What follows belongs to an exercise in optimizing a design on an open flow for small area, a short achievable clock period and few clock cycles per item; a production flow would make more cautious choices. Function was checked by simulation only, so behaviour that the tests miss may differ from the original.

## flow/design.v (module list and top-level ports; edited modules follow where they fit)
// module fp_mul: 69 lines
// module mul24: 686 lines
// module fp_add: 103 lines
// module voice_filter: 91 lines
module voice_filter (
    input  wire        clk,
    input  wire        rst,        
    input  wire        start,
    input  wire [31:0] x,
    input  wire        topo,       
    input  wire [1:0]  ftype,      
    input  wire [31:0] a0,
    input  wire [31:0] a1,
    input  wire [31:0] a2,
    input  wire [31:0] b1,
    input  wire [31:0] b2,
    input  wire [31:0] f1,
    input  wire [31:0] q,
    output reg         done,
    output reg  [31:0] y
);
  // ...
==> flow/run.sh <==
#!/bin/bash
# synth_recipe.tcl (not shown) runs the flow's synth.tcl, then flattens the netlist and writes it again
# the make line also repeats each setting of config.mk as NAME=value (left out here)
make -C /OpenROAD-flow-scripts/flow DESIGN_CONFIG=/design/flow/config.mk WORK_HOME=/design/flow/orfs CLKGATE_MAP_FILE= SYNTH_SCRIPT=/design/flow/synth_recipe.tcl finish
==> flow/config.mk <==
export PLATFORM = sky130hd
export DESIGN_NAME = voice_filter
export DESIGN_NICKNAME = voice_filter
export VERILOG_FILES = /design/flow/design.v
export SDC_FILE = /design/flow/constraint.sdc
export NUM_CORES = 4
export LEC_CHECK = 0
export ABC_AREA = 1
export CAP_MARGIN = 20
export CORE_MARGIN = 2
export CORE_UTILIZATION = 40
export GPL_TIMING_DRIVEN = 0
export SLEW_MARGIN = 20
==> flow/constraint.sdc <==
create_clock -name core_clock -period 22.0 [get_ports {clk}]
set_input_delay 4.4000 -clock core_clock [delete_from_list [all_inputs] [get_ports {clk}]]
set_output_delay 4.4000 -clock core_clock [all_outputs]
set_load 0.01 [all_outputs]
==> results by group, run 1 <==
Synth
  • Top-count cell post-synth: nand2_1
  • Syn_nets: ~9000

Timing
  • Worst Clk Skew: 24.7 ps
  • Achievable Freq: 51.5 MHz
  • Tightest hold margin: approximately 450 ps
  • Final hold viol count: 0
  • Slew Limit Fails: 0
  • Fin crit share: between 80 and 90%

Critical path
  • Cell family with most CP delay: simple AND/OR/NAND/NOR gates
  • Worst Setup SP: svf
  • CP Capture Point: y[28]

Drt
  • Vias: 60700

Outcome
  • Status: complete, no violations

Layout
  • Proportion of layout cells with a drive suffix above 1: 4.16%
  • Ant diodes: 3
  • Inverters, non-clock: between 1000 and 1500
  • Non-clock buffers, area share: 8.73%
  • Area of the multi-input gates: 0.0382 mm2

Placement
  • Placed Instances: 10100
  • Post-DP Area: 0.0556 mm2

Clock tree
  • Clock slew at reported path FFs: 70 ps
  • # hold bufs at CTS: 0

Die
  • # IOs: 295
  • Die width: between 300 and 400 um
  • Die area: around 0.13 mm2
Testbench counts, summed over its fixed seeds: cycles 22,527, items 4,096.
==> module fp_mul, before the edit <==
module fp_mul (
    input  wire [31:0] a,
    input  wire [31:0] b,
    output reg  [31:0] y
);
    wire        sa = a[31], sb = b[31];
    wire [7:0]  ea = a[30:23], eb = b[30:23];
    wire [22:0] fa = a[22:0],  fb = b[22:0];
    wire        s  = sa ^ sb;
    wire a_ez = (ea == 8'd0), b_ez = (eb == 8'd0);
    wire a_em = (ea == 8'hFF), b_em = (eb == 8'hFF);
    wire a_fz = (fa == 23'd0), b_fz = (fb == 23'd0);
    wire a_zero = a_ez & a_fz, b_zero = b_ez & b_fz;
    wire a_inf  = a_em & a_fz, b_inf  = b_em & b_fz;
    wire a_nan  = a_em & ~a_fz, b_nan = b_em & ~b_fz;
    wire [23:0] ma = {~a_ez, fa};
    wire [23:0] mb = {~b_ez, fb};
    wire [47:0] p;
    mul24 u_m (.a(ma), .b(mb), .p(p));
    function [4:0] lzc23(input [22:0] f);
        integer i;
        begin
            lzc23 = 5'd23;
            for (i = 0; i < 23; i = i + 1)
                if (f[i]) lzc23 = 5'd22 - i[4:0];
        end
    endfunction
    function [4:0] tzc23(input [22:0] f);
        integer i;
        begin
            tzc23 = 5'd23;
            for (i = 22; i >= 0; i = i - 1)
                if (f[i]) tzc23 = i[4:0];
        end
    endfunction
    wire [4:0] la = a_ez ? lzc23(fa) + 5'd1 : 5'd0;
    wire [4:0] lb = b_ez ? lzc23(fb) + 5'd1 : 5'd0;
    wire [5:0] lab = {1'b0, la} + {1'b0, lb};
    wire [8:0] uab = {1'b0, ea | {7'd0, a_ez}} + {1'b0, eb | {7'd0, b_ez}};
    wire signed [10:0] e0   = $signed({2'd0, uab}) - $signed({5'd0, lab}) - 11'sd127;
    wire signed [10:0] e0p1 = $signed({2'd0, uab}) - $signed({5'd0, lab}) - 11'sd126;
    wire        norm = ({1'b0, uab} >= {4'd0, lab} + 10'd128);
    wire [5:0]  sh_n = 6'd23 - lab;
    wire [8:0]  sh_s9 = 9'd151 - uab;
    wire [5:0]  sh_s = (uab < 9'd88) ? 6'd63 : sh_s9[5:0];
    wire [5:0]  sh   = norm ? sh_n : sh_s;
    wire [49:0] q = {p, 2'b00} >> sh;
    wire        c = q[26];
    wire [5:0]  tzp = {1'b0, tzc23(fa)} + {1'b0, tzc23(fb)} + 6'd2;
    wire        st_n = ({1'b0, tzp} <= {1'b0, sh});
    wire        st_c = ({1'b0, tzp} <= {1'b0, sh} + 7'd1);
    wire [23:0] mant   = c ? q[26:3] : q[25:2];
    wire        guard  = c ? q[2] : q[1];
    wire        sticky = c ? st_c : st_n;
    wire        rnd    = guard & (sticky | mant[0]);
    wire [7:0]  ef     = norm ? (c ? e0p1[7:0] : e0[7:0]) : {7'd0, mant[23]};
    wire [30:0] mag    = {ef, mant[22:0]} + {30'd0, rnd};
    wire        ovf    = norm & (c ? (e0p1 >= 11'sd255) : (e0 >= 11'sd255));
    always @(*) begin
        if (a_nan || b_nan || (a_inf && b_zero) || (b_inf && a_zero))
            y = 32'h7FC00000;
        else if (a_inf || b_inf || ovf)
            y = {s, 8'hFF, 23'd0};
        else if (a_zero || b_zero)
            y = {s, 31'd0};
        else
            y = {s, mag};
    end
endmodule
==> module fp_add, before the edit <==
module fp_add (
    input  wire [31:0] a,
    input  wire [31:0] b,
    input  wire        sub,
    output reg  [31:0] y
);
    wire        sa = a[31];
    wire        sb = b[31] ^ sub;
    wire [7:0]  ea = a[30:23], eb = b[30:23];
    wire [22:0] fa = a[22:0],  fb = b[22:0];
    wire a_ez = (ea == 8'd0), b_ez = (eb == 8'd0);
    wire a_em = (ea == 8'hFF), b_em = (eb == 8'hFF);
    wire a_fz = (fa == 23'd0), b_fz = (fb == 23'd0);
    wire a_inf = a_em & a_fz, b_inf = b_em & b_fz;
    wire a_nan = a_em & ~a_fz, b_nan = b_em & ~b_fz;
    function [4:0] tzc24(input [23:0] m);
        integer i;
        begin
            tzc24 = 5'd24;
            for (i = 23; i >= 0; i = i - 1)
                if (m[i]) tzc24 = i[4:0];
        end
    endfunction
    wire [23:0] ma = {~a_ez, fa};
    wire [23:0] mb = {~b_ez, fb};
    wire [7:0]  ua = ea | {7'd0, a_ez};
    wire [7:0]  ub = eb | {7'd0, b_ez};
    wire        eff_sub = sa ^ sb;
    wire [8:0]  dab = {1'b0, ua} - {1'b0, ub};
    wire [8:0]  dba = {1'b0, ub} - {1'b0, ua};
    wire        ge  = ~dab[8];
    wire [7:0]  d   = ge ? dab[7:0] : dba[7:0];
    wire        sx  = ge ? sa : sb;
    wire        sy  = ge ? sb : sa;
    wire [7:0]  ex  = ge ? ua : ub;
    wire [23:0] mx  = ge ? ma : mb;
    wire [23:0] my  = ge ? mb : ma;
    wire [4:0]  tzy = ge ? tzc24(mb) : tzc24(ma);
    wire        near = eff_sub & (d[7:1] == 7'd0);
    wire        st_al = ({3'd0, tzy} + 8'd3 < d) & (tzy != 5'd24);
    wire [26:0] my_sh = (d >= 8'd27) ? 27'd0 : ({my, 3'b000} >> d[4:0]);
    wire [26:0] my_al = {my_sh[26:1], my_sh[0] | st_al};
    wire [27:0] sum = eff_sub ? ({1'b0, mx, 3'b000} - {1'b0, my_al})
                              : ({1'b0, mx, 3'b000} + {1'b0, my_al});
    reg  [26:0] fm;
    reg  [8:0]  fe;
    always @(*) begin
        if (sum[27]) begin
            fm = {sum[27:2], sum[1] | sum[0]};
            fe = {1'b0, ex} + 9'd1;
        end else if (sum[26] | ~eff_sub) begin
            fm = sum[26:0];
            fe = {1'b0, ex};
        end else begin
            fm = {sum[25:0], 1'b0};
            fe = {1'b0, ex} - 9'd1;
        end
    end
    wire        f_rnd = fm[2] & (fm[1] | fm[0] | fm[3]);
    wire [30:0] f_mag = {(fm[26] ? fe[7:0] : 8'd0), fm[25:3]} + {30'd0, f_rnd};
    wire        f_ovf = (fe >= 9'd255);
    wire        f_zero = (sum == 28'd0);
    wire [24:0] yd  = d[0] ? {1'b0, my} : {my, 1'b0};
    wire [25:0] n1  = {1'b0, mx, 1'b0} - {1'b0, yd};
    wire [25:0] n2  = {1'b0, yd} - {1'b0, mx, 1'b0};
    wire        neg = n1[25];
    wire [24:0] r   = neg ? n2[24:0] : n1[24:0];
    wire        n_s = neg ? sy : sx;
    wire [7:0]  exm1 = ex - 8'd1;
    wire [24:0] mark = (exm1 > 8'd24) ? 25'd0 : (25'h1000000 >> exm1[4:0]);
    reg  [31:0] v;
    reg  [4:0]  sh;
    always @(*) begin
        v  = {r | mark, 7'd0};
        sh = 5'd0;
        if (v[31:16] == 16'd0) begin v = v << 16; sh[4] = 1'b1; end
        if (v[31:24] == 8'd0)  begin v = v << 8;  sh[3] = 1'b1; end
        if (v[31:28] == 4'd0)  begin v = v << 4;  sh[2] = 1'b1; end
        if (v[31:30] == 2'd0)  begin v = v << 2;  sh[1] = 1'b1; end
        if (v[31] == 1'b0)     begin v = v << 1;  sh[0] = 1'b1; end
    end
    wire [24:0] nl = r << sh;
    wire [7:0]  ne = ex - {3'd0, sh};
    wire        n_rnd = (sh == 5'd0) & r[0] & r[1];
    wire [30:0] n_mag = {(nl[24] ? ne : 8'd0), nl[23:1]} + {30'd0, n_rnd};
    wire        n_zero = (r == 25'd0);
    always @(*) begin
        if (a_nan || b_nan || (a_inf && b_inf && (sa != sb)))
            y = 32'h7FC00000;
        else if (a_inf)
            y = {sa, 8'hFF, 23'd0};
        else if (b_inf)
            y = {sb, 8'hFF, 23'd0};
        else if (near ? n_zero : f_zero)
            y = {sa & sb, 31'd0};
        else if (near)
            y = {n_s, n_mag};
        else if (f_ovf)
            y = {sx, 8'hFF, 23'd0};
        else
            y = {sx, f_mag};
    end
endmodule
==> module voice_filter, before the edit <==
module voice_filter (
    input  wire        clk,
    input  wire        rst,        
    input  wire        start,
    input  wire [31:0] x,
    input  wire        topo,       
    input  wire [1:0]  ftype,      
    input  wire [31:0] a0,
    input  wire [31:0] a1,
    input  wire [31:0] a2,
    input  wire [31:0] b1,
    input  wire [31:0] b2,
    input  wire [31:0] f1,
    input  wire [31:0] q,
    output reg         done,
    output reg  [31:0] y
);
    reg [31:0] x1, x2, y1, y2;     
    reg [31:0] low, band;          
    reg [31:0] acc, p;
    reg [6:1]  c;
    reg        svf;                
    reg [1:0]  ft;                 
    wire go = start;                
    wire bq_s = go & ~topo;
    wire sv_s = go & topo;
    wire bq1 = c[1] & ~svf, bq2 = c[2] & ~svf, bq3 = c[3] & ~svf,
         bq4 = c[4] & ~svf, bq5 = c[5] & ~svf;
    wire sv1 = c[1] & svf, sv2 = c[2] & svf, sv3 = c[3] & svf,
         sv4 = c[4] & svf, sv5 = c[5] & svf, sv6 = c[6] & svf;
    reg  [31:0] mul_a, mul_b, add_a, add_b;
    reg         add_sub;
    wire [31:0] mul_y, add_y;
    fp_mul u_mul (.a(mul_a), .b(mul_b), .y(mul_y));
    fp_add u_add (.a(add_a), .b(add_b), .sub(add_sub), .y(add_y));
    always @(*) begin
        mul_a = ({32{bq_s}} & a0) | ({32{sv_s}} & 32'h3F800000) | ({32{bq1}} & a1) | ({32{bq2}} & a2)
              | ({32{bq3}} & b1) | ({32{bq4}} & b2)
              | ({32{sv1 | sv5}} & f1) | ({32{sv2}} & q);
        mul_b = ({32{bq_s | sv_s}} & x) | ({32{bq1}} & x1) | ({32{bq2}} & x2)
              | ({32{bq3}} & y1) | ({32{bq4}} & y2)
              | ({32{sv1 | sv2}} & band) | ({32{sv5}} & acc);
        add_a = ({32{bq1 | sv1}} & 32'h80000000) | ({32{bq2 | bq3 | bq4 | bq5 | sv3 | sv4}} & acc)
              | ({32{sv2}} & low) | ({32{sv6}} & band);
        add_b = ({32{sv3}} & low) | ({32{~sv3}} & p);
        add_sub = bq4 | bq5 | sv3 | sv4;
    end
    always @(*) begin
        if (svf)
            case (ft)
                2'd0:    y = low;
                2'd1:    y = add_y;
                default: y = acc;
            endcase
        else
            y = add_y;
    end
    always @(posedge clk) begin
        if (rst) begin
            x1   <= 32'd0;
            x2   <= 32'd0;
            y1   <= 32'd0;
            y2   <= 32'd0;
            low  <= 32'd0;
            band <= 32'd0;
            c    <= 6'd0;
            done <= 1'b0;
        end else begin
            done <= bq4 | sv5;
            c    <= {c[5] & svf, c[4:1], go};
            if (go) begin
                svf <= topo;
                ft  <= ftype;
            end
            if (go | bq1 | bq2 | bq3 | bq4 | sv1 | sv2 | sv5)
                p <= mul_y;
            if (bq1 | bq2 | bq3 | bq4 | sv1 | sv3 | sv4)
                acc <= add_y;
            if (bq2) begin
                x2 <= x1;
                x1 <= x;
            end
            if (bq5) begin
                y2 <= y1;
                y1 <= add_y;
            end
            if (sv2) low  <= add_y;
            if (sv6) band <= add_y;
        end
    end
endmodule
==> run 2, diff against run 1 <==
--- a/flow/design.v
+++ b/flow/design.v
@@ -38,13 +38,19 @@
     wire [5:0] lab = {1'b0, la} + {1'b0, lb};
     wire [8:0] uab = {1'b0, ea | {7'd0, a_ez}} + {1'b0, eb | {7'd0, b_ez}};
     wire signed [10:0] e0   = $signed({2'd0, uab}) - $signed({5'd0, lab}) - 11'sd127;
-    wire signed [10:0] e0p1 = $signed({2'd0, uab}) - $signed({5'd0, lab}) - 11'sd126;
-    wire        norm = ({1'b0, uab} >= {4'd0, lab} + 10'd128);
+    wire signed [10:0] e0p1 = e0 + 11'sd1;
+    wire        norm = (e0 > 11'sd0);
     wire [5:0]  sh_n = 6'd23 - lab;
     wire [8:0]  sh_s9 = 9'd151 - uab;
     wire [5:0]  sh_s = (uab < 9'd88) ? 6'd63 : sh_s9[5:0];
     wire [5:0]  sh   = norm ? sh_n : sh_s;
-    wire [49:0] q = {p, 2'b00} >> sh;
+    wire [49:0] v0 = {p, 2'b00};
+    wire [49:0] v1 = sh[5] ? {32'd0, v0[49:32]} : v0;
+    wire [41:0] v2 = sh[4] ? {8'd0, v1[49:16]} : v1[41:0];
+    wire [33:0] v3 = sh[3] ? v2[41:8] : v2[33:0];
+    wire [29:0] v4 = sh[2] ? v3[33:4] : v3[29:0];
+    wire [27:0] v5 = sh[1] ? v4[29:2] : v4[27:0];
+    wire [26:0] q  = sh[0] ? v5[27:1] : v5[26:0];
     wire        c = q[26];
     wire [5:0]  tzp = {1'b0, tzc23(fa)} + {1'b0, tzc23(fb)} + 6'd2;
     wire        st_n = ({1'b0, tzp} <= {1'b0, sh});
@@ -780,80 +786,84 @@
     wire [23:0] mb = {~b_ez, fb};
     wire [7:0]  ua = ea | {7'd0, a_ez};
     wire [7:0]  ub = eb | {7'd0, b_ez};
-    wire        eff_sub = sa ^ sb;
+    wire [4:0]  tza = tzc24(ma);
+    wire [4:0]  tzb = tzc24(mb);
+    wire        swap = {eb, fb} > {ea, fa};
     wire [8:0]  dab = {1'b0, ua} - {1'b0, ub};
     wire [8:0]  dba = {1'b0, ub} - {1'b0, ua};
-    wire        ge  = ~dab[8];
-    wire [7:0]  d   = ge ? dab[7:0] : dba[7:0];
-    wire        sx  = ge ? sa : sb;
-    wire        sy  = ge ? sb : sa;
-    wire [7:0]  ex  = ge ? ua : ub;
-    wire [23:0] mx  = ge ? ma : mb;
-    wire [23:0] my  = ge ? mb : ma;
-    wire [4:0]  tzy = ge ? tzc24(mb) : tzc24(ma);
-    wire        near = eff_sub & (d[7:1] == 7'd0);
+    wire [7:0]  d   = swap ? dba[7:0] : dab[7:0];
+    wire        sx  = swap ? sb : sa;
+    wire [7:0]  ex  = swap ? ub : ua;
+    wire [23:0] mx  = swap ? mb : ma;
+    wire [23:0] my  = swap ? ma : mb;
+    wire [4:0]  tzy = swap ? tza : tzb;
+    wire        eff_sub = sa ^ sb;
     wire        st_al = ({3'd0, tzy} + 8'd3 < d) & (tzy != 5'd24);
     wire [26:0] my_sh = (d >= 8'd27) ? 27'd0 : ({my, 3'b000} >> d[4:0]);
     wire [26:0] my_al = {my_sh[26:1], my_sh[0] | st_al};
-    wire [27:0] sum = eff_sub ? ({1'b0, mx, 3'b000} - {1'b0, my_al})
-                              : ({1'b0, mx, 3'b000} + {1'b0, my_al});
-    reg  [26:0] fm;
-    reg  [8:0]  fe;
+    wire [27:0] sum = {1'b0, mx, 3'b000} + ({1'b0, my_al} ^ {28{eff_sub}})
+                    + {27'd0, eff_sub};
+    function [4:0] lzc27(input [26:0] v);
+        reg [31:0] w;
+        reg [15:0] n1;  reg [15:0] p1;
+        reg [7:0]  n2;  reg [15:0] p2;
+        reg [3:0]  n4;  reg [11:0] p4;
+        reg [1:0]  n8;  reg [7:0]  p8;
+        integer k;
+        begin
+            w = {v, 1'b1, 4'd0};
+            for (k = 0; k < 16; k = k + 1) begin
+                n1[k] = ~(w[2*k+1] | w[2*k]);
+                p1[k] = ~w[2*k+1];
+            end
+            for (k = 0; k < 8; k = k + 1) begin
+                n2[k] = n1[2*k+1] & n1[2*k];
+                p2[2*k +: 2] = n1[2*k+1] ? {1'b1, p1[2*k]} : {1'b0, p1[2*k+1]};
+            end
+            for (k = 0; k < 4; k = k + 1) begin
+                n4[k] = n2[2*k+1] & n2[2*k];
+                p4[3*k +: 3] = n2[2*k+1] ? {1'b1, p2[4*k +: 2]} : {1'b0, p2[4*k+2 +: 2]};
+            end
+            for (k = 0; k < 2; k = k + 1) begin
+                n8[k] = n4[2*k+1] & n4[2*k];
+                p8[4*k +: 4] = n4[2*k+1] ? {1'b1, p4[6*k +: 3]} : {1'b0, p4[6*k+3 +: 3]};
+            end
+            lzc27 = n8[1] ? {1'b1, p8[3:0]} : {1'b0, p8[7:4]};
+        end
+    endfunction
+    wire [4:0]  lz   = lzc27(sum[26:0]);
+    wire [7:0]  exm1 = ex - 8'd1;
+    wire [4:0]  sh   = ({3'd0, lz} > exm1) ? exm1[4:0] : lz;
+    wire [26:0] nl   = sum[26:0] << sh;
+    reg [26:0] nm;
+    reg [8:0]  ne;
+    reg        guard, rest, lsb, rnd;
+    reg [30:0] mag;
     always @(*) begin
         if (sum[27]) begin
-            fm = {sum[27:2], sum[1] | sum[0]};
-            fe = {1'b0, ex} + 9'd1;
-        end else if (sum[26] | ~eff_sub) begin
-            fm = sum[26:0];
-            fe = {1'b0, ex};
+            nm = {sum[27:2], sum[1] | sum[0]};
+            ne = {1'b0, ex} + 9'd1;
         end else begin
-            fm = {sum[25:0], 1'b0};
-            fe = {1'b0, ex} - 9'd1;
+            nm = nl;
+            ne = {1'b0, ex} - {4'd0, sh};
         end
-    end
-    wire        f_rnd = fm[2] & (fm[1] | fm[0] | fm[3]);
-    wire [30:0] f_mag = {(fm[26] ? fe[7:0] : 8'd0), fm[25:3]} + {30'd0, f_rnd};
-    wire        f_ovf = (fe >= 9'd255);
-    wire        f_zero = (sum == 28'd0);
-    wire [24:0] yd  = d[0] ? {1'b0, my} : {my, 1'b0};
-    wire [25:0] n1  = {1'b0, mx, 1'b0} - {1'b0, yd};
-    wire [25:0] n2  = {1'b0, yd} - {1'b0, mx, 1'b0};
-    wire        neg = n1[25];
-    wire [24:0] r   = neg ? n2[24:0] : n1[24:0];
-    wire        n_s = neg ? sy : sx;
-    wire [7:0]  exm1 = ex - 8'd1;
-    wire [24:0] mark = (exm1 > 8'd24) ? 25'd0 : (25'h1000000 >> exm1[4:0]);
-    reg  [31:0] v;
-    reg  [4:0]  sh;
-    always @(*) begin
-        v  = {r | mark, 7'd0};
-        sh = 5'd0;
-        if (v[31:16] == 16'd0) begin v = v << 16; sh[4] = 1'b1; end
-        if (v[31:24] == 8'd0)  begin v = v << 8;  sh[3] = 1'b1; end
-        if (v[31:28] == 4'd0)  begin v = v << 4;  sh[2] = 1'b1; end
-        if (v[31:30] == 2'd0)  begin v = v << 2;  sh[1] = 1'b1; end
-        if (v[31] == 1'b0)     begin v = v << 1;  sh[0] = 1'b1; end
-    end
-    wire [24:0] nl = r << sh;
-    wire [7:0]  ne = ex - {3'd0, sh};
-    wire        n_rnd = (sh == 5'd0) & r[0] & r[1];
-    wire [30:0] n_mag = {(nl[24] ? ne : 8'd0), nl[23:1]} + {30'd0, n_rnd};
-    wire        n_zero = (r == 25'd0);
-    always @(*) begin
+        guard = nm[2];
+        rest  = nm[1] | nm[0];
+        lsb   = nm[3];
+        rnd   = guard & (rest | lsb);
+        mag   = {(nm[26] ? ne[7:0] : 8'd0), nm[25:3]} + {30'd0, rnd};
         if (a_nan || b_nan || (a_inf && b_inf && (sa != sb)))
             y = 32'h7FC00000;
         else if (a_inf)
             y = {sa, 8'hFF, 23'd0};
         else if (b_inf)
             y = {sb, 8'hFF, 23'd0};
-        else if (near ? n_zero : f_zero)
+        else if (sum == 28'd0)
             y = {sa & sb, 31'd0};
-        else if (near)
-            y = {n_s, n_mag};
-        else if (f_ovf)
+        else if (ne >= 9'd255)
             y = {sx, 8'hFF, 23'd0};
         else
-            y = {sx, f_mag};
+            y = {sx, mag};
     end
 endmodule
 module voice_filter (
@@ -875,32 +885,32 @@
 );
     reg [31:0] x1, x2, y1, y2;     
     reg [31:0] low, band;          
+    reg        zx1, zx2, zy1, zy2, zlow, zband;
     reg [31:0] acc, p;
     reg [6:1]  c;
     reg        svf;                
     reg [1:0]  ft;                 
     wire go = start;                
-    wire bq_s = go & ~topo;
-    wire sv_s = go & topo;
     wire bq1 = c[1] & ~svf, bq2 = c[2] & ~svf, bq3 = c[3] & ~svf,
          bq4 = c[4] & ~svf, bq5 = c[5] & ~svf;
     wire sv1 = c[1] & svf, sv2 = c[2] & svf, sv3 = c[3] & svf,
          sv4 = c[4] & svf, sv5 = c[5] & svf, sv6 = c[6] & svf;
+    wire dflt = ~(c[1] | c[2] | c[3] | c[4] | sv5);
     reg  [31:0] mul_a, mul_b, add_a, add_b;
     reg         add_sub;
     wire [31:0] mul_y, add_y;
     fp_mul u_mul (.a(mul_a), .b(mul_b), .y(mul_y));
     fp_add u_add (.a(add_a), .b(add_b), .sub(add_sub), .y(add_y));
     always @(*) begin
-        mul_a = ({32{bq_s}} & a0) | ({32{sv_s}} & 32'h3F800000) | ({32{bq1}} & a1) | ({32{bq2}} & a2)
-              | ({32{bq3}} & b1) | ({32{bq4}} & b2)
-              | ({32{sv1 | sv5}} & f1) | ({32{sv2}} & q);
-        mul_b = ({32{bq_s | sv_s}} & x) | ({32{bq1}} & x1) | ({32{bq2}} & x2)
-              | ({32{bq3}} & y1) | ({32{bq4}} & y2)
-              | ({32{sv1 | sv2}} & band) | ({32{sv5}} & acc);
-        add_a = ({32{bq1 | sv1}} & 32'h80000000) | ({32{bq2 | bq3 | bq4 | bq5 | sv3 | sv4}} & acc)
-              | ({32{sv2}} & low) | ({32{sv6}} & band);
-        add_b = ({32{sv3}} & low) | ({32{~sv3}} & p);
+        mul_a = ({32{dflt}} & a0) | ({32{bq1}} & a1) | ({32{c[2]}} & a2)
+              | ({32{bq3}} & b1) | ({32{c[4]}} & b2)
+              | ({32{sv1 | sv5}} & f1) | ({32{sv3}} & q);
+        mul_b = ({32{dflt}} & x) | ({32{bq1 & ~zx1}} & x1) | ({32{c[2] & ~zx2}} & x2)
+              | ({32{bq3 & ~zy1}} & y1) | ({32{c[4] & ~zy2}} & y2)
+              | ({32{(sv1 | sv3) & ~zband}} & band) | ({32{sv5}} & acc);
+        add_a = ({32{bq1}} & 32'h80000000) | ({32{bq2 | bq3 | bq4 | bq5 | sv3 | sv4}} & acc)
+              | ({32{sv2 & ~zlow}} & low) | ({32{sv6 & ~zband}} & band);
+        add_b = ({32{sv3 & ~zlow}} & low) | ({32{~sv3}} & p);
         add_sub = bq4 | bq5 | sv3 | sv4;
     end
     always @(*) begin
@@ -914,13 +924,24 @@
             y = add_y;
     end
     always @(posedge clk) begin
+        p <= mul_y;
+        if (bq2) begin
+            x2 <= x1;
+            x1 <= x;
+        end
+        if (bq5) begin
+            y2 <= y1;
+            y1 <= add_y;
+        end
+        if (sv2) low  <= add_y;
+        if (sv6) band <= add_y;
         if (rst) begin
-            x1   <= 32'd0;
-            x2   <= 32'd0;
-            y1   <= 32'd0;
-            y2   <= 32'd0;
-            low  <= 32'd0;
-            band <= 32'd0;
+            zx1   <= 1'b1;
+            zx2   <= 1'b1;
+            zy1   <= 1'b1;
+            zy2   <= 1'b1;
+            zlow  <= 1'b1;
+            zband <= 1'b1;
             c    <= 6'd0;
             done <= 1'b0;
         end else begin
@@ -930,20 +951,20 @@
                 svf <= topo;
                 ft  <= ftype;
             end
-            if (go | bq1 | bq2 | bq3 | bq4 | sv1 | sv2 | sv5)
-                p <= mul_y;
-            if (bq1 | bq2 | bq3 | bq4 | sv1 | sv3 | sv4)
+            if (bq1 | bq2 | bq3 | bq4 | sv3 | sv4)
                 acc <= add_y;
+            else if (go & topo)
+                acc <= x;
             if (bq2) begin
-                x2 <= x1;
-                x1 <= x;
+                zx2 <= zx1;
+                zx1 <= 1'b0;
             end
             if (bq5) begin
-                y2 <= y1;
-                y1 <= add_y;
+                zy2 <= zy1;
+                zy1 <= 1'b0;
             end
-            if (sv2) low  <= add_y;
-            if (sv6) band <= add_y;
+            if (sv2) zlow  <= 1'b0;
+            if (sv6) zband <= 1'b0;
         end
     end
 endmodule
--- a/flow/config.mk
+++ b/flow/config.mk
@@ -8,6 +8,7 @@
 export ABC_AREA = 1
 export CAP_MARGIN = 20
 export CORE_MARGIN = 2
-export CORE_UTILIZATION = 40
+export CORE_UTILIZATION = 45
 export GPL_TIMING_DRIVEN = 0
+export SETUP_SLACK_MARGIN = 5
 export SLEW_MARGIN = 20
==> results by group, run 2 <==
Synth
  • Xor/xnor share of the synthesized area: 8.23%
  • Synthesized area: roughly 0.044 mm2
  • Biggest area consumer among synthesized cells: edfxtp_1
  • Synth Area per Inst: 6.73 um2
  • Synth unique cells: 69
  • Post-synth ARST share: 0%
  • Top-count cell post-synth: nand2_1
  • Synth top area share: 15.4%
  • Mapped Cells: 6600
  • Primary FF master, synth: edfxtp_1
  • Largest family of logic cells by synthesized area: simple AND/OR/NAND/NOR gates
  • Post-Synth Simple-Gate Area: 28.0%
  • Syn_nets: 7367 (-18%)
  • Adder-Cell Fraction of Synth Area: 18.5%
  • Synthesis Warnings: 3
  • EDFF count, synth: around 230
  • Mux share of post-synthesis cell area: 0.226%
  • Yosys reg bits: approximately 270
  • Top cells by count, synth: nand2_1 (1535), inv_1 (925), nand3_1 (554)
  • Compound-cell area share of the yosys netlist: 16.5%
  • Top post-synthesis cells by area: edfxtp_1 (15%), nand2_1 (13%), fa_1 (11%)
  • Register area share after synthesis: 17.4%

Drt
  • Post-route ant nets: 0
  • Routed via count divided by cell count: 6.19
  • Drt pass-1 iters: 9
  • Total wire length after detailed routing: 235000 um
  • Vias: 52400 (-14%)
  • DR WL/cell: 27.8 um
  • DR iter-0 viols: approximately 7300
  • Final routed DRC violation total: 0

Critical path
  • Worst EP required: 17600 ps
  • CP max FO: 8
  • CP Capture Type: primary output
  • Reg2Reg Setup Slack: between 5000 and 6000 ps
  • Most used cell along the critical path: nand2_1
  • CP Class: reg2out
  • Startpoint types: flop
  • Max incr delay on CP: 510 ps
  • Slowest CP cell: o21ai_0
  • Critical Path AT: 12560 ps

Global route
  • GR Overflow Total: 0
  • Total GRT Usage: 44.4%
  • Largest net degree at the start of global routing: 46
  • Initial antenna violation count: 9
  • Vias in the first global route: 48200
  • First-pass GRT wire length: 331000 um

Flow run
  • Max-cap violations: 0

Timing
  • PnR worst setup slack: 5040 ps
  • Actual slew at the worst max-slew pin: roughly 1300 ps
  • Slew Limit Fails: 0 (unchanged)
  • Slew headroom: 13.1%
  • Final hold viol count: 0 (unchanged)
  • Unrepaired setup endpoints after global routing: true
  • Final Setup Violations: 0
  • Worst Clk Skew: 16.9 ps (-7.79 ps)
  • Achievable Freq: 58.9 MHz (+14%)
  • Fin crit period: about 17000 ps
  • Fin crit share: 77.1% (-11 points)

Layout
  • Fillcell total: approximately 9700
  • Area Growth Syn to Fin: 24.1%
  • Area of the multi-input gates: 0.0345 mm2 (-9.6%)
  • Sequential cell area: 0.00772 mm2
  • Most common cell after layout, fill and taps aside: nand2_1
  • Proportion of layout cells with a drive suffix above 1: 13.5% (+9.4 points)
  • Number of nets in the layout: 7922
  • Most frequent cells in the layout: nand2_1 (1449), inv_1 (899), nand3_1 (531), nor2_1 (469), xor2_1 (354)
  • Final core occ: approximately 56%

Die
  • Die area: 0.101 mm2 (-21%)
  • Die Ht: roughly 320 um
  • # IOs: 295 (unchanged)
  • Die width: 318 um (-11%)
  • Starting Density: 45.2%
  • Placement Rows: 115
  • CORE AREA: approximately 0.098 mm2

Clock tree
  • H-tree depth: 1
  • Total CTS buffers: 27
  • CTS tree: yes
  • Clk sinks: approximately 270
  • Root buffer cell: clkbuf_16
  • Clock Tree Buf Depth: 3
  • # hold bufs at CTS: 0 (unchanged)
  • Clock latency (worst-skew pair): 580 ps
  • Clock slew at reported path FFs: 70 ps (about the same)

Placement
  • GP Congestion: 1.11
  • Port-buffer cells: a little under 300
  • Place WS: 319 ps
  • Final HPWL from detailed placement: 189000 um

Outcome
  • Status: complete, no violations

Min path
  • Hold WC Path Type: reg2reg
-- run 2: cells by family (layout without fill, tap and decap cells) --
| group | after synthesis | after routing |
|---|---|---|
| AOI/OAI and AO/OA | 1223 | 1223 |
| xor gates and xnor gates | 417 | 417 |
| adders and majority gates | 505 | 505 |
| buffers and inverters | 1274 | 1850 |
| DFF | 272 | 272 |
| muxes | 10 | 10 |
| other | 1 | 4 |
| and+or+nand+nor | 2898 | 2898 |
-- run 2: final timing paths --
check | depth (start not counted) | startpoint | end
max reg2reg | 48 | svf | p[18]
max | 88 | svf | y[0]
min reg2reg | 0 | y1[28] | y2[28]
min | 0 | y1[28] | y2[28]
-- run 2: what timing repair did --
item / in CTS / in global routing
gates cloned: 3 / 2
pin swaps: 100 / 135
gates resized for setup: 470 / 382
endpoints found under the setup margin: 58 / 56
buffers inserted: 101 / 83
-- run 2: area by class of cell --
cell class                      instances  share of cell area [%]
Sequential cell                       272                    14.0
Timing Repair inverter                  1                  0.0159
Timing Repair Buffer                  525                    8.99
Clock inverter                         15                   0.288
Clock buffer                           35                    1.37
Inverter                              958                    6.69
Buffer                                316                    3.09
Tap cell                             1287                    2.92
Antenna cell                            3                  0.0136
Multi-Input combinational cell       5054                    62.6
-- run 2: worst max-delay path, delay by kind of cell, from the launching register on --
kind | cells | cell delay [ps]
AO/OA/AOI/OAI | 21 | 3330
XOR/XNOR | 2 | 250
adder cells (fa/ha/maj) | 7 | 1530
buffers and inverters | 23 | 2590
flip-flops | 1 | 500
AND/OR/NAND/NOR | 35 | 3730
-- run 2: per-layer routing --
layer / global-route usage (%) / wire length, um
met1: 61.0 / 94200
met4: 18.9 / 13300
met3: 18.1 / 37000
met2: 60.7 / 91000
met5: 0 / 79
-- run 2: per-stage QoR --
stage / cell area [um2] / cells / TNS [ps] / hold slack (ps)
6_report: 55100 / 8466 / 0 / 449
3_5_place_dp: 49500 / 8222 / 0 / 432
4_1_cts: 52900 / 8376 / 0 / 446
5_1_grt: 55100 / 8465 / 0 / 455
2_1_floorplan: 44400 / 6600 / 0 / 426
3_3_place_gp: 48900 / 8180 / -1040 / 428
Testbench counts of run 2, summed over its fixed seeds: cycles 22,527, items 4,096.
==> run 3, diff against run 2 <==
--- a/flow/design.v
+++ b/flow/design.v
@@ -887,31 +887,29 @@
     reg [31:0] low, band;          
     reg        zx1, zx2, zy1, zy2, zlow, zband;
     reg [31:0] acc, p;
-    reg [6:1]  c;
+    reg [5:1]  b;
+    reg [6:1]  s;
+    reg        c2, c4;             
+    reg        dflt;               
+    reg        sel_acc;            
+    reg        sel_sub;            
     reg        svf;                
     reg [1:0]  ft;                 
     wire go = start;                
-    wire bq1 = c[1] & ~svf, bq2 = c[2] & ~svf, bq3 = c[3] & ~svf,
-         bq4 = c[4] & ~svf, bq5 = c[5] & ~svf;
-    wire sv1 = c[1] & svf, sv2 = c[2] & svf, sv3 = c[3] & svf,
-         sv4 = c[4] & svf, sv5 = c[5] & svf, sv6 = c[6] & svf;
-    wire dflt = ~(c[1] | c[2] | c[3] | c[4] | sv5);
     reg  [31:0] mul_a, mul_b, add_a, add_b;
-    reg         add_sub;
     wire [31:0] mul_y, add_y;
     fp_mul u_mul (.a(mul_a), .b(mul_b), .y(mul_y));
-    fp_add u_add (.a(add_a), .b(add_b), .sub(add_sub), .y(add_y));
+    fp_add u_add (.a(add_a), .b(add_b), .sub(sel_sub), .y(add_y));
     always @(*) begin
-        mul_a = ({32{dflt}} & a0) | ({32{bq1}} & a1) | ({32{c[2]}} & a2)
-              | ({32{bq3}} & b1) | ({32{c[4]}} & b2)
-              | ({32{sv1 | sv5}} & f1) | ({32{sv3}} & q);
-        mul_b = ({32{dflt}} & x) | ({32{bq1 & ~zx1}} & x1) | ({32{c[2] & ~zx2}} & x2)
-              | ({32{bq3 & ~zy1}} & y1) | ({32{c[4] & ~zy2}} & y2)
-              | ({32{(sv1 | sv3) & ~zband}} & band) | ({32{sv5}} & acc);
-        add_a = ({32{bq1}} & 32'h80000000) | ({32{bq2 | bq3 | bq4 | bq5 | sv3 | sv4}} & acc)
-              | ({32{sv2 & ~zlow}} & low) | ({32{sv6 & ~zband}} & band);
-        add_b = ({32{sv3 & ~zlow}} & low) | ({32{~sv3}} & p);
-        add_sub = bq4 | bq5 | sv3 | sv4;
+        mul_a = ({32{dflt}} & a0) | ({32{b[1]}} & a1) | ({32{c2}} & a2)
+              | ({32{b[3]}} & b1) | ({32{c4}} & b2)
+              | ({32{s[1] | s[5]}} & f1) | ({32{s[3]}} & q);
+        mul_b = ({32{dflt}} & x) | ({32{b[1] & ~zx1}} & x1) | ({32{c2 & ~zx2}} & x2)
+              | ({32{b[3] & ~zy1}} & y1) | ({32{c4 & ~zy2}} & y2)
+              | ({32{(s[1] | s[3]) & ~zband}} & band) | ({32{s[5]}} & acc);
+        add_a = ({32{b[1]}} & 32'h80000000) | ({32{sel_acc}} & acc)
+              | ({32{s[2] & ~zlow}} & low) | ({32{s[6] & ~zband}} & band);
+        add_b = ({32{s[3] & ~zlow}} & low) | ({32{~s[3]}} & p);
     end
     always @(*) begin
         if (svf)
@@ -925,46 +923,58 @@
     end
     always @(posedge clk) begin
         p <= mul_y;
-        if (bq2) begin
+        if (b[2]) begin
             x2 <= x1;
             x1 <= x;
         end
-        if (bq5) begin
+        if (b[5]) begin
             y2 <= y1;
             y1 <= add_y;
         end
-        if (sv2) low  <= add_y;
-        if (sv6) band <= add_y;
+        if (s[2]) low  <= add_y;
+        if (s[6]) band <= add_y;
         if (rst) begin
-            zx1   <= 1'b1;
-            zx2   <= 1'b1;
-            zy1   <= 1'b1;
-            zy2   <= 1'b1;
-            zlow  <= 1'b1;
-            zband <= 1'b1;
-            c    <= 6'd0;
-            done <= 1'b0;
+            zx1     <= 1'b1;
+            zx2     <= 1'b1;
+            zy1     <= 1'b1;
+            zy2     <= 1'b1;
+            zlow    <= 1'b1;
+            zband   <= 1'b1;
+            b       <= 5'd0;
+            s       <= 6'd0;
+            c2      <= 1'b0;
+            c4      <= 1'b0;
+            dflt    <= 1'b1;
+            sel_acc <= 1'b0;
+            sel_sub <= 1'b0;
+            done    <= 1'b0;
         end else begin
-            done <= bq4 | sv5;
-            c    <= {c[5] & svf, c[4:1], go};
+            done    <= b[4] | s[5];
+            b       <= {b[4:1], go & ~topo};
+            s       <= {s[5:1], go & topo};
+            c2      <= b[1] | s[1];
+            c4      <= b[3] | s[3];
+            dflt    <= ~(go | b[1] | b[2] | b[3] | s[1] | s[2] | s[3] | s[4]);
+            sel_acc <= b[1] | b[2] | b[3] | b[4] | s[2] | s[3];
+            sel_sub <= b[3] | b[4] | s[2] | s[3];
             if (go) begin
                 svf <= topo;
                 ft  <= ftype;
             end
-            if (bq1 | bq2 | bq3 | bq4 | sv3 | sv4)
+            if (b[1] | b[2] | b[3] | b[4] | s[3] | s[4])
                 acc <= add_y;
             else if (go & topo)
                 acc <= x;
-            if (bq2) begin
+            if (b[2]) begin
                 zx2 <= zx1;
                 zx1 <= 1'b0;
             end
-            if (bq5) begin
+            if (b[5]) begin
                 zy2 <= zy1;
                 zy1 <= 1'b0;
             end
-            if (sv2) zlow  <= 1'b0;
-            if (sv6) zband <= 1'b0;
+            if (s[2]) zlow  <= 1'b0;
+            if (s[6]) zband <= 1'b0;
         end
     end
 endmodule
--- a/flow/config.mk
+++ b/flow/config.mk
@@ -8,7 +8,7 @@
 export ABC_AREA = 1
 export CAP_MARGIN = 20
 export CORE_MARGIN = 2
-export CORE_UTILIZATION = 45
+export CORE_UTILIZATION = 40
 export GPL_TIMING_DRIVEN = 0
 export SETUP_SLACK_MARGIN = 5
 export SLEW_MARGIN = 20
==> results by group, run 3 <==
Critical path
  • Critical Path AT: 12200 ps (-360 ps)
  • Cell depth of the worst flop-to-flop path: 46 (-4.2%)
  • Max incr delay on CP: 570 ps (+60 ps)
  • CP Capture Type: primary output
  • Reg2Reg Setup Slack: 7190 ps (+1760 ps)
  • CP max FO: 10 (+2)
  • FF-to-FF End: p[11]
  • Startpoint types: flop
  • Most used cell along the critical path: nand2_2
  • R2r startpoint: dflt
  • Slowest CP cell: xor2_1
  • CP Class: reg2out
  • Worst EP required: 17600 ps (about the same)

Layout
  • Most frequent cells in the layout: nand2_1 (1539), inv_1 (888), nand3_1 (498), nor2_1 (457), xor2_1 (368)
  • Final Instance Area: 0.0543 mm2 (-1.4%)
  • Number of nets in the layout: 7887 (-0.44%)
  • Proportion of layout cells with a drive suffix above 1: 11.0% (-2.5 points)
  • Non-filler instance count after layout: 8637 (+2.0%)
  • Most common cell after layout, fill and taps aside: nand2_1
  • Area Growth Syn to Fin: 21.9%

Timing
  • Worst Clk Skew: 38.2 ps (+21.3 ps)
  • Achievable Freq: 60.3 MHz (+2.2%)
  • TNS Setup: 0 ps (unchanged)
  • Slew headroom: 9.07% (-4.1 points)
  • Fin crit share: 75.4% (-1.7 points)
  • Slew Limit Fails: 0 (unchanged)
  • Unrepaired setup endpoints after global routing: true
  • Final hold viol count: 0 (unchanged)
  • Final Setup Violations: 0 (unchanged)
  • Tightest hold margin: 446 ps (-3.10 ps)
  • Actual slew at the worst max-slew pin: 1360 ps (+65.8 ps)
  • Fin crit period: 16600 ps (-367 ps)

Global route
  • GR Overflow Total: 0 (unchanged)
  • First-pass GRT wire length: 315000 um (-5.0%)
  • Vias in the first global route: 47100 (-2.3%)
  • Initial antenna violation count: 8 (-1)
  • Routing usage on met1: 51.4% (-9.6 points)
  • Total GRT Usage: 37.5% (-6.9 points)
  • Largest net degree at the start of global routing: 43 (-6.5%)
  • Busiest grt layer: met2
  • Grt met2 use: 57.0% (-3.7 points)
  • Global Route met3 Usage: 7.63% (-11 points)

Flow run
  • Max-cap violations: 0 (unchanged)

Drt
  • Vias: 50400 (-3.8%)
  • Total wire length after detailed routing: 221000 um (-6.2%)
  • Post-route ant nets: 0 (unchanged)
  • DR iter-0 viols: 6556 (-11%)
  • DR WL/cell: 25.6 um (-8.1%)
  • Routed via count divided by cell count: 5.84 (-5.7%)
  • Drt pass-1 iters: 9 (unchanged)
  • Final routed DRC violation total: 0 (unchanged)

Clock tree
  • Clock slew at reported path FFs: 60 ps (about the same)
  • Total CTS buffers: 34 (+26%)
  • Clock Tree Buf Depth: 3 (unchanged)
  • Clk sinks: 282 (+3.7%)
  • # hold bufs at CTS: 0 (unchanged)
  • CTS tree: yes
  • H-tree depth: 2 (+1)
  • Clock latency (worst-skew pair): 560 ps (-20 ps)
  • Root buffer cell: clkbuf_16

Synth
  • Register area share after synthesis: 17.8% (+0.39 points)
  • Post-synth ARST share: 0% (unchanged)
  • Top-count cell post-synth: nand2_1
  • Synth Area per Inst: 6.76 um2 (+0.46%)
  • Syn_nets: 7362 (-0.068%)
  • Yosys reg bits: 282 (+3.7%)
  • Synth unique cells: 75 (+8.7%)
  • Mapped Cells: 6594 (-0.091%)
  • EDFF count, synth: 227 (unchanged)
  • Primary FF master, synth: edfxtp_1
  • Biggest area consumer among synthesized cells: edfxtp_1
  • Synth top area share: 15.3% (-0.057 points)
  • Top cells by count, synth: nand2_1 (1580), inv_1 (915), nand3_1 (511)
  • Synthesized area: 0.0445 mm2 (+0.37%)
  • Top post-synthesis cells by area: edfxtp_1 (15%), nand2_1 (13%), fa_1 (11%)
  • Synthesis Warnings: 3 (unchanged)

Die
  • Die Ht: 338 um (+6.2%)
  • Placement Rows: 122 (+6.1%)
  • CORE AREA: 0.111 mm2 (+13%)
  • Starting Density: 40.3% (-4.9 points)
  • Die area: 0.114 mm2 (+13%)
  • Die width: 338 um (+6.2%)
  • # IOs: 295 (unchanged)

Min path
  • Hold WC Path Type: reg2reg
  • Worst hold stages: 0 (unchanged)
  • Hold EP: x2[9]
  • Min-delay src: x1[9]

Placement
  • Final HPWL from detailed placement: 180000 um (-4.8%)
  • Port-buffer cells: 294 (+0.34%)
  • GP Congestion: 1.07 (-3.3%)
  • Placed Instances: 8412 (+2.3%)
  • Post-DP Area: 0.0499 mm2 (+0.72%)

Outcome
  • Status: complete, no violations
-- run 3: changes by cell type after synthesis, moves of 14 or more --
cell      before   now
nand2_1     1535  1580
o21ai_0      305   349
nand3_1      554   511
o22ai_1      348   305
nor2_1       523   485
a22o_1        17    53
a22oi_1       27     2
a221oi_1      40    22
nor3_1        52    66
-- run 3: stage by stage --
step | setup slack, ps | utilization, %
finish | 5400 | 49.1
detailed placement | 549 | 45.2
global route | 4780 | 49.1
global placement | -978 | 44.7
CTS | 5020 | 47.5
floorplan | 5270 | -
-- run 3: final cells by class --
class,instances,area (um2)
diodes,4,10.0
clock inverters,16,194
repair buffers,487,4540
well taps,1488,1860
repair inverters,1,16.3
flip-flops and latches,282,7940
inverters,946,3570
plain buffers,322,1650
fillers,11500,56200
clock buffers,46,896
multi-input cells,5045,33600
-- run 3: kinds of logic (layout without fill, tap and decap cells) --
group | count (synthesis) | after routing | synth area share [%]
AO/OA/AOI/OAI | 1210 | 1210 | 16.2
XOR/XNOR | 432 | 432 | 8.54
adder cells (fa/ha/maj) | 506 | 506 | 18.5
buffers and inverters | 1268 | 1818 | 11.1
flip-flops | 282 | 282 | 17.8
multiplexers | 14 | 14 | 0.315
other | 1 | 5 | 0.00842
AND/OR/NAND/NOR | 2881 | 2882 | 27.6
-- run 3: timing repair --
action,in CTS,in global routing
gates cloned,3,3
setup endpoints to repair,55,62
resized for setup,299,338
buffers inserted,60,93
pin swaps,56,107
-- run 3: layer usage --
metal | part of all wire [%] | up-vias
li1 | - | 22900
met1 | 42 | 24100
met2 | 42 | 2914
met3 | 11 | 583
met4 | 5.6 | 10
met5 | 0.029 | -
-- run 3: how the worst max path moves through the flow --
stage          start     to  slack (ps)  depth (start not counted)
2_1_floorplan   s[2]   y[3]        5270                         85
3_3_place_gp    s[2]   y[5]        -980                         79
3_5_place_dp    s[2]   y[1]         550                         79
4_1_cts        x[27]  p[13]        5020                         44
5_1_grt         s[6]   y[3]        4780                         84
6_report        s[2]   y[3]        5400                         76
-- run 3: worst max-delay path, delay by kind of cell (launching register included) --
| kind | cells | cell delay [ps] |
|---|---|---|
| adder cells (fa/ha/maj) | 5 | 1350 |
| XOR/XNOR | 3 | 1120 |
| flip-flops | 1 | 350 |
| AND/OR/NAND/NOR | 29 | 3210 |
| buffers and inverters | 21 | 2620 |
| AO/OA/AOI/OAI | 18 | 2850 |
Testbench counts of run 3, summed over its fixed seeds: cycles 22,527, items 4,096.
==> run 4, diff against run 3 <==
==> flow/flow/run.sh (new file) <==
#!/bin/bash
# The standard layout (standard.sh, which runs ORFS from the standard
# synthesis to the final layout and writes each tool's log under orfs/), with
# one change: buffer_ports buffers the input and output ports with
# sky130_fd_sc_hd__buf_2 cells instead of the cell it picks by default.
# standard.sh's own output goes to standard.log in this folder.
set -e
export BUFFER_PORTS_ARGS="-buffer_cell sky130_fd_sc_hd__buf_2"
echo 'export BUFFER_PORTS_ARGS = -buffer_cell sky130_fd_sc_hd__buf_2' >> config.mk
bash standard.sh > standard.log 2>&1
==> flow/standard.sh (new file) <==
#!/bin/bash
# synth_recipe.tcl (not shown) runs the flow's synth.tcl, then flattens the netlist and writes it again
# the make line also repeats each setting of config.mk as NAME=value (left out here)
make -C /OpenROAD-flow-scripts/flow DESIGN_CONFIG=/design/flow/config.mk WORK_HOME=/design/flow/orfs CLKGATE_MAP_FILE= SYNTH_SCRIPT=/design/flow/synth_recipe.tcl "${@:-finish}"
--- a/flow/config.mk
+++ b/flow/config.mk
@@ -12,3 +12,4 @@
 export GPL_TIMING_DRIVEN = 0
 export SETUP_SLACK_MARGIN = 5
 export SLEW_MARGIN = 20
+export BUFFER_PORTS_ARGS = -buffer_cell sky130_fd_sc_hd__buf_2
removed: flow/run.sh
==> results by group, run 4 <==
Outcome
  • Status: complete, no violations

Critical path
  • CP Capture Point: y[4]
  • Max incr delay on CP: 350 ps (-220 ps)
  • Reg2Reg Setup Slack: 6950 ps (-240 ps)
  • R2r startpoint: dflt
  • Most used cell along the critical path: inv_2
  • Startpoint types: flop
  • Slowest CP cell: dfxtp_4
  • Cell depth of the worst flop-to-flop path: 48 (+4.3%)
  • CP Class: reg2out
  • CP Capture Type: primary output
  • Worst Setup SP: s[2]
  • Worst EP required: 17600 ps (about the same)
  • Critical Path AT: 12280 ps (+80 ps)
  • FF-to-FF End: p[16]
  • CP max FO: 10 (unchanged)

Timing
  • Worst Clk Skew: 26.9 ps (-11.3 ps)
  • Final hold viol count: 0 (unchanged)
  • Fin crit share: 75.8% (+0.40 points)
  • Fin crit period: 16680 ps (+87.2 ps)
  • PnR worst setup slack: 5320 ps (-87.2 ps)
  • Slew Limit Fails: 0 (unchanged)
  • Final Setup Violations: 0 (unchanged)
  • Slew headroom: 17.1% (+8.0 points)
  • Tightest hold margin: 449 ps (+2.86 ps)
  • TNS Setup: 0 ps (unchanged)
  • Actual slew at the worst max-slew pin: 1210 ps (-150 ps)
  • Unrepaired setup endpoints after global routing: true
  • Achievable Freq: 59.9 MHz (-0.52%)

Clock tree
  • Clock latency (worst-skew pair): 610 ps (+50 ps)
  • Clock Tree Buf Depth: 3 (unchanged)
  • Clk sinks: 282 (unchanged)
  • H-tree depth: 1 (-1)
  • Total CTS buffers: 30 (-12%)
  • Root buffer cell: clkbuf_16
  • Clock slew at reported path FFs: 60 ps (about the same)
  • CTS tree: yes

Layout
  • Non-filler instance count after layout: 8601 (-0.42%)
  • Final core occ: 47.3% (-1.8 points)
  • Area Growth Syn to Fin: 17.4%
  • Number of nets in the layout: 7851 (-0.46%)
  • Fillcell total: 11500 (+0.65%)
  • Most common cell after layout, fill and taps aside: nand2_1
  • Most frequent cells in the layout: nand2_1 (1540), inv_1 (895), nand3_1 (501), nor2_1 (461), xor2_1 (367)
  • Proportion of layout cells with a drive suffix above 1: 14.2% (+3.1 points)

Flow run
  • Max-cap violations: 0 (unchanged)

Synth
  • Top post-synthesis cells by area: edfxtp_1 (15%), nand2_1 (13%), fa_1 (11%)
  • EDFF count, synth: 227 (unchanged)
  • Mapped Cells: 6594 (unchanged)
  • Top cells by count, synth: nand2_1 (1580), inv_1 (915), nand3_1 (511)
  • Synth Area per Inst: 6.76 um2 (unchanged)
  • Post-synth ARST share: 0% (unchanged)
  • Synth unique cells: 75 (unchanged)
  • Primary FF master, synth: edfxtp_1
  • Biggest area consumer among synthesized cells: edfxtp_1
  • Top-count cell post-synth: nand2_1
  • Synth top area share: 15.3% (unchanged)
  • Register area share after synthesis: 17.8% (unchanged)
  • Synthesis Warnings: 3 (unchanged)
  • Synthesized area: 0.0445 mm2 (unchanged)
  • Yosys reg bits: 282 (unchanged)
  • Syn_nets: 7362 (unchanged)

Placement
  • Port-buffer cells: 294 (unchanged)
  • Placed Instances: 8410 (-0.024%)
  • GP Congestion: 1.10 (+2.5%)
  • Final HPWL from detailed placement: 177000 um (-1.7%)
  • Place WS: 1140 ps (+591 ps)

Die
  • CORE AREA: 0.111 mm2 (unchanged)
  • # IOs: 295 (unchanged)
  • Die Ht: 338 um (unchanged)
  • Placement Rows: 122 (unchanged)
  • Die area: 0.114 mm2 (unchanged)
  • Die width: 338 um (unchanged)
  • Starting Density: 40.3% (unchanged)

Global route
  • Vias in the first global route: 47500 (+0.82%)
  • GR Overflow Total: 0 (unchanged)
  • First-pass GRT wire length: 313000 um (-0.72%)
  • Initial antenna violation count: 9 (+1)
  • Total GRT Usage: 36.8% (-0.65 points)
  • Largest net degree at the start of global routing: 47 (+9.3%)

Drt
  • DR iter-0 viols: 6509 (-0.72%)
  • Vias: 50400 (-0.036%)
  • Post-route ant nets: 0 (unchanged)
  • DR WL/cell: 25.2 um (-1.5%)
  • Routed via count divided by cell count: 5.86 (+0.38%)
  • Final routed DRC violation total: 0 (unchanged)
  • Drt pass-1 iters: 8 (-1)
  • Total wire length after detailed routing: 217000 um (-1.9%)

Min path
  • Hold WC Path Type: reg2reg
run 4: cell count changes in the layout (fill, tap and decap cells not counted), moves of 7 or more:
cell	before	now
clkbuf_8	1	8
ha_1	229	237
dlymetal6s2s_1	8	0
ha_4	19	11
inv_1	888	895
clkdlybuf4s50_1	264	0
buf_4	164	133
inv_2	43	34
buf_2	56	339
run 4: logic make-up after synthesis:
| family | after synthesis | share of synthesized area [%] |
|---|---|---|
| compound gates | 1210 | 16.2 |
| xor+xnor | 432 | 8.54 |
| flops | 282 | 17.8 |
| other cells | 1 | 0.00842 |
| simple gates | 2881 | 27.6 |
| mux | 14 | 0.315 |
| fa+ha+maj | 506 | 18.5 |
| buf+inv | 1268 | 11.1 |
run 4: area by class of cell:
class | count | area (um2) | area share [%]
timing repair buffer | 455 | 2860 | 5.46
multi-input combinational | 5045 | 33400 | 63.8
antenna | 6 | 15.0 | 0.0287
inverter | 946 | 3580 | 6.84
sequential | 282 | 7940 | 15.2
clock buffer | 45 | 921 | 1.76
timing repair inverter | 1 | 11.3 | 0.0215
buffer | 322 | 1610 | 3.08
clock inverter | 11 | 126 | 0.242
tap | 1488 | 1860 | 3.56
run 4: worst min-delay path by stage:
stage,startpoint,cells past startpoint,to
5_1_grt,y1[18],0,y2[18]
3_3_place_gp,x1[18],0,x2[18]
3_5_place_dp,y1[10],0,y2[10]
6_report,y1[9],0,y2[9]
4_1_cts,y1[18],0,y2[18]
2_1_floorplan,x1[19],0,x2[19]
run 4: critical path, delay by kind of cell, from the launching register on:
| kind | cells | cell delay, ps |
|---|---|---|
| compound gates | 18 | 3330 |
| fa+ha+maj | 7 | 1690 |
| simple gates | 29 | 3570 |
| xor+xnor | 1 | 180 |
| flops | 1 | 350 |
| buf+inv | 23 | 2530 |
run 4: through the flow:
step / cell area [um2]
2_1_floorplan: 44500
3_3_place_gp: 47900
3_5_place_dp: 48400
4_1_cts: 50800
5_1_grt: 52300
6_report: 52300
run 4: routing by layer:
layer  GRT usage (%)  wire, um  vias up
li1                -         -    22800
met1            50.0     88700    24000
met2            55.7     91200     3045
met3            7.94     24100      599
met4            17.1     12500        8
met5               0       108        -
run 4: timing repair:
action,in CTS,in global routing
gates cloned,3,0
endpoints found under the setup margin,31,62
pin swaps,50,99
resized for setup,225,261
buffers inserted,55,71
hold buffers,0,0
==> run 5, diff against run 4 <==
==> flow/flow/run.sh (replaced) <==
#!/bin/bash
# The standard layout (standard.sh, which runs ORFS from the standard
# synthesis to the final layout and writes each tool's log under orfs/), with
# one change: buffer_ports buffers the input and output ports with
# sky130_fd_sc_hd__buf_1 cells instead of the cell it picks by default.
# standard.sh's own output goes to standard.log in this folder.
set -e
export BUFFER_PORTS_ARGS="-buffer_cell sky130_fd_sc_hd__buf_1"
echo 'export BUFFER_PORTS_ARGS = -buffer_cell sky130_fd_sc_hd__buf_1' >> config.mk
bash standard.sh > standard.log 2>&1
--- a/flow/config.mk
+++ b/flow/config.mk
@@ -10,6 +10,7 @@
 export CORE_MARGIN = 2
 export CORE_UTILIZATION = 40
 export GPL_TIMING_DRIVEN = 0
+export PLACE_DENSITY = 0.65
 export SETUP_SLACK_MARGIN = 5
 export SLEW_MARGIN = 20
-export BUFFER_PORTS_ARGS = -buffer_cell sky130_fd_sc_hd__buf_2
+export BUFFER_PORTS_ARGS = -buffer_cell sky130_fd_sc_hd__buf_1
==> results by group, run 5 <==
Synth
  • Adder-Cell Fraction of Synth Area: 18.5% (unchanged)
  • Synth Area per Inst: 6.76 um2 (unchanged)
  • Primary FF master, synth: edfxtp_1
  • EDFF count, synth: 227 (unchanged)
  • Register area share after synthesis: 17.8% (unchanged)
  • Yosys reg bits: 282 (unchanged)
  • Syn_nets: 7362 (unchanged)
  • Post-Synth Simple-Gate Area: 27.6% (unchanged)
  • Synth unique cells: 75 (unchanged)
  • Synthesis Warnings: 3 (unchanged)
  • Biggest area consumer among synthesized cells: edfxtp_1
  • Top cells by count, synth: nand2_1 (1580), inv_1 (915), nand3_1 (511)
  • Top post-synthesis cells by area: edfxtp_1 (15%), nand2_1 (13%), fa_1 (11%)
  • Mux share of post-synthesis cell area: 0.315% (unchanged)
  • Top-count cell post-synth: nand2_1
  • Compound-cell area share of the yosys netlist: 16.2% (unchanged)
  • Post-synth ARST share: 0% (unchanged)
  • Largest family of logic cells by synthesized area: simple AND/OR/NAND/NOR gates
  • Xor/xnor share of the synthesized area: 8.54% (unchanged)
  • Synth top area share: 15.3% (unchanged)
  • Synthesized area: 0.0445 mm2 (unchanged)
  • Mapped Cells: 6594 (unchanged)

Clock tree
  • # hold bufs at CTS: 0 (unchanged)
  • Clk sinks: 282 (unchanged)
  • Clock latency (worst-skew pair): 560 ps (-50 ps)
  • Clock Tree Buf Depth: 3 (unchanged)
  • Clock slew at reported path FFs: 60 ps (about the same)
  • Total CTS buffers: 34 (+13%)
  • CTS tree: yes
  • H-tree depth: 2 (+1)
  • Root buffer cell: clkbuf_16

Min path
  • Hold WC Path Type: reg2reg
  • Hold EP: x2[21]
  • Worst hold stages: 0 (unchanged)
  • Min-delay src: x1[21]

Timing
  • TNS Setup: 0 ps (unchanged)
  • Slew headroom: 11.3% (-5.8 points)
  • Fin crit share: 75.6% (-0.21 points)
  • Worst Clk Skew: 32.3 ps (+5.46 ps)
  • Final Setup Violations: 0 (unchanged)
  • Achievable Freq: 60.1 MHz (+0.28%)
  • Slew Limit Fails: 0 (unchanged)
  • Final hold viol count: 0 (unchanged)
  • Actual slew at the worst max-slew pin: 1290 ps (+84.1 ps)
  • Fin crit period: 16640 ps (-45.9 ps)
  • Unrepaired setup endpoints after global routing: false

Die
  • Die width: 338 um (unchanged)
  • CORE AREA: 0.111 mm2 (unchanged)
  • Die Ht: 338 um (unchanged)
  • # IOs: 295 (unchanged)
  • Die area: 0.114 mm2 (unchanged)
  • Placement Rows: 122 (unchanged)
  • Starting Density: 40.3% (unchanged)

Critical path
  • Startpoint types: flop
  • CP max FO: 10 (unchanged)
  • Max incr delay on CP: 400 ps (+50 ps)
  • Slowest CP cell: o211ai_1
  • Worst EP required: 17600 ps (about the same)
  • CP Capture Type: primary output
  • FF-to-FF End: p[22]
  • Reg2Reg Setup Slack: 7000 ps (+50 ps)
  • Cell family with most CP delay: compound AO/OA/AOI/OAI gates
  • R2r startpoint: dflt
  • Cell depth of the worst flop-to-flop path: 48 (unchanged)
  • Buf/Inv on CP: 21 (-8.7%)
  • Critical Path AT: 12240 ps (-40 ps)
  • CP Class: reg2out

Global route
  • Initial antenna violation count: 10 (+1)
  • Vias in the first global route: 47500 (-0.11%)
  • Largest net degree at the start of global routing: 53 (+13%)
  • Total GRT Usage: 38.3% (+1.4 points)
  • GR Overflow Total: 0 (unchanged)
  • First-pass GRT wire length: 321000 um (+2.7%)

Drt
  • Routed via count divided by cell count: 5.86 (about the same)
  • Drt pass-1 iters: 8 (unchanged)
  • Vias: 50400 (-0.048%)
  • Final routed DRC violation total: 0 (unchanged)
  • Total wire length after detailed routing: 224000 um (+3.6%)
  • Post-route ant nets: 0 (unchanged)
  • DR WL/cell: 26.1 um (+3.7%)
  • DR iter-0 viols: 6509 (unchanged)

Layout
  • Most common cell after layout, fill and taps aside: nand2_1
  • Proportion of layout cells with a drive suffix above 1: 10.2% (-3.9 points)
  • Number of nets in the layout: 7846 (-0.064%)
  • Most frequent cells in the layout: nand2_1 (1537), inv_1 (897), nand3_1 (495), nor2_1 (460), xor2_1 (365)
  • Area Growth Syn to Fin: 17.1%
  • Final Instance Area: 0.0522 mm2 (-0.22%)
  • Fillcell total: 11700 (+1.8%)

Placement
  • Final HPWL from detailed placement: 184000 um (+4.1%)
  • Port-buffer cells: 294 (unchanged)
  • Post-DP Area: 0.0481 mm2 (-0.60%)
  • GP Congestion: 1.03 (-6.1%)

Flow run
  • Max-cap violations: 0 (unchanged)

Outcome
  • Status: complete, no violations
==> run 5: per-layer routing <==
layer / up-vias / share of wire, % / routed length [um] / track usage (%)
met4: 8 / 5.3 / 11800 / 16.2
met2: 2959 / 43 / 96700 / 59.0
met1: 24100 / 41 / 91900 / 51.4
met3: 543 / 11 / 23900 / 8.56
li1: 22800 / - / - / -
met5: - / 0.051 / 115 / 0.511
==> run 5: final cells by class <==
| type | instances | area, um2 | share of cell area [%] |
|---|---|---|---|
| clock inverters | 19 | 264 | 0.506 |
| flip-flops and latches | 282 | 7940 | 15.2 |
| clock buffers | 43 | 946 | 1.81 |
| repair buffers | 446 | 2400 | 4.60 |
| diodes | 6 | 15.0 | 0.0288 |
| multi-input cells | 5045 | 33500 | 64.2 |
| well taps | 1488 | 1860 | 3.57 |
| repair inverters | 1 | 8.76 | 0.0168 |
| plain buffers | 322 | 1640 | 3.15 |
| inverters | 946 | 3580 | 6.86 |
==> run 5: how the worst max path moves through the flow <==
stage,start,endpoint,depth (start not counted)
floorplan,s[2],y[3],85
global placement,s[2],y[5],81
detailed placement,s[2],y[5],83
CTS,x[1],p[22],46
global route,s[6],y[3],83
finish,s[6],y[3],86
==> run 5: worst register-to-register path, delay by kind of cell (launching register included) <==
family | cells | cell delay, ps
AOI/OAI and AO/OA | 12 | 2720
xor gates and xnor gates | 2 | 560
DFF | 1 | 510
adders and majority gates | 8 | 3500
and+or+nand+nor | 16 | 2590
muxes | 1 | 990
buffers and inverters | 9 | 3990
==> run 5: per-stage QoR <==
stage | util, % | setup WS (ps) | hold WS [ps] | std cells
6_report | 47.2 | 5360 | 433 | 8598
5_1_grt | 47.2 | 4850 | 441 | 8595
4_1_cts | 45.8 | 5000 | 431 | 8534
3_5_place_dp | 43.5 | 964 | 433 | 8419
3_3_place_gp | 43.0 | -352 | 428 | 8376
2_1_floorplan | - | 5270 | 426 | 6594
==> run 5: kinds of logic (layout without fill, tap and decap cells) <==
kind of cell	Yosys count	after routing
DFF	282	282
and+or+nand+nor	2881	2882
buffers and inverters	1268	1777
xor gates and xnor gates	432	432
adders and majority gates	506	506
AOI/OAI and AO/OA	1210	1210
other	1	7
muxes	14	14
==> run 5: what timing repair did <==
| action | CTS | global route |
|---|---|---|
| pin swaps | 39 | 99 |
| resized for setup | 232 | 295 |
| endpoints found under the setup margin | 31 | 62 |
| cloned | 2 | 3 |
| setup buffers | 51 | 55 |

afterwards: timing with drivers on the ports:
The flow's constraints put no driver on any port. The routed layouts listed below were extracted and timed again, unchanged, in two steps. Step 1 sets driving cells, clkbuf_16 on the clock port and buf_2 on the other inputs (assumed; they add their load-dependent delay and slew). Step 2 also shifts input and output timing later by t, the mid clock arrival at the registers, as if the neighbouring blocks saw the same clock. Slacks: ideal ports / drivers / drivers and shift; pairs: ideal ports / drivers.
run | t (ns) | setup slack, ns | hold WS [ns] | latest minus earliest clock arrival (ns) | cell pins on the clock port's net
run 1 | 0.645 | 2.584 / 2.521 / 3.008 | 0.454 / 0.454 / 0.454 | 0.025 / 0.025 | 1
run 2 | 0.629 | 5.036 / 4.981 / 4.453 | 0.449 / 0.449 / 0.449 | 0.017 / 0.017 | 1
run 3 | 0.604 | 5.403 / 5.343 / 4.987 | 0.446 / 0.446 / 0.446 | 0.038 / 0.038 | 1
run 4 | 0.661 | 5.316 / 5.256 / 4.933 | 0.449 / 0.449 / 0.449 | 0.027 / 0.027 | 1
run 5 | 0.607 | 5.362 / 5.303 / 4.890 | 0.433 / 0.433 / 0.433 | 0.033 / 0.033 | 1
After both steps setup and hold are still met in every run listed. The setup slack of run 2, which loses most, moves by -0.055 ns with the drivers and by -0.583 ns with both steps.
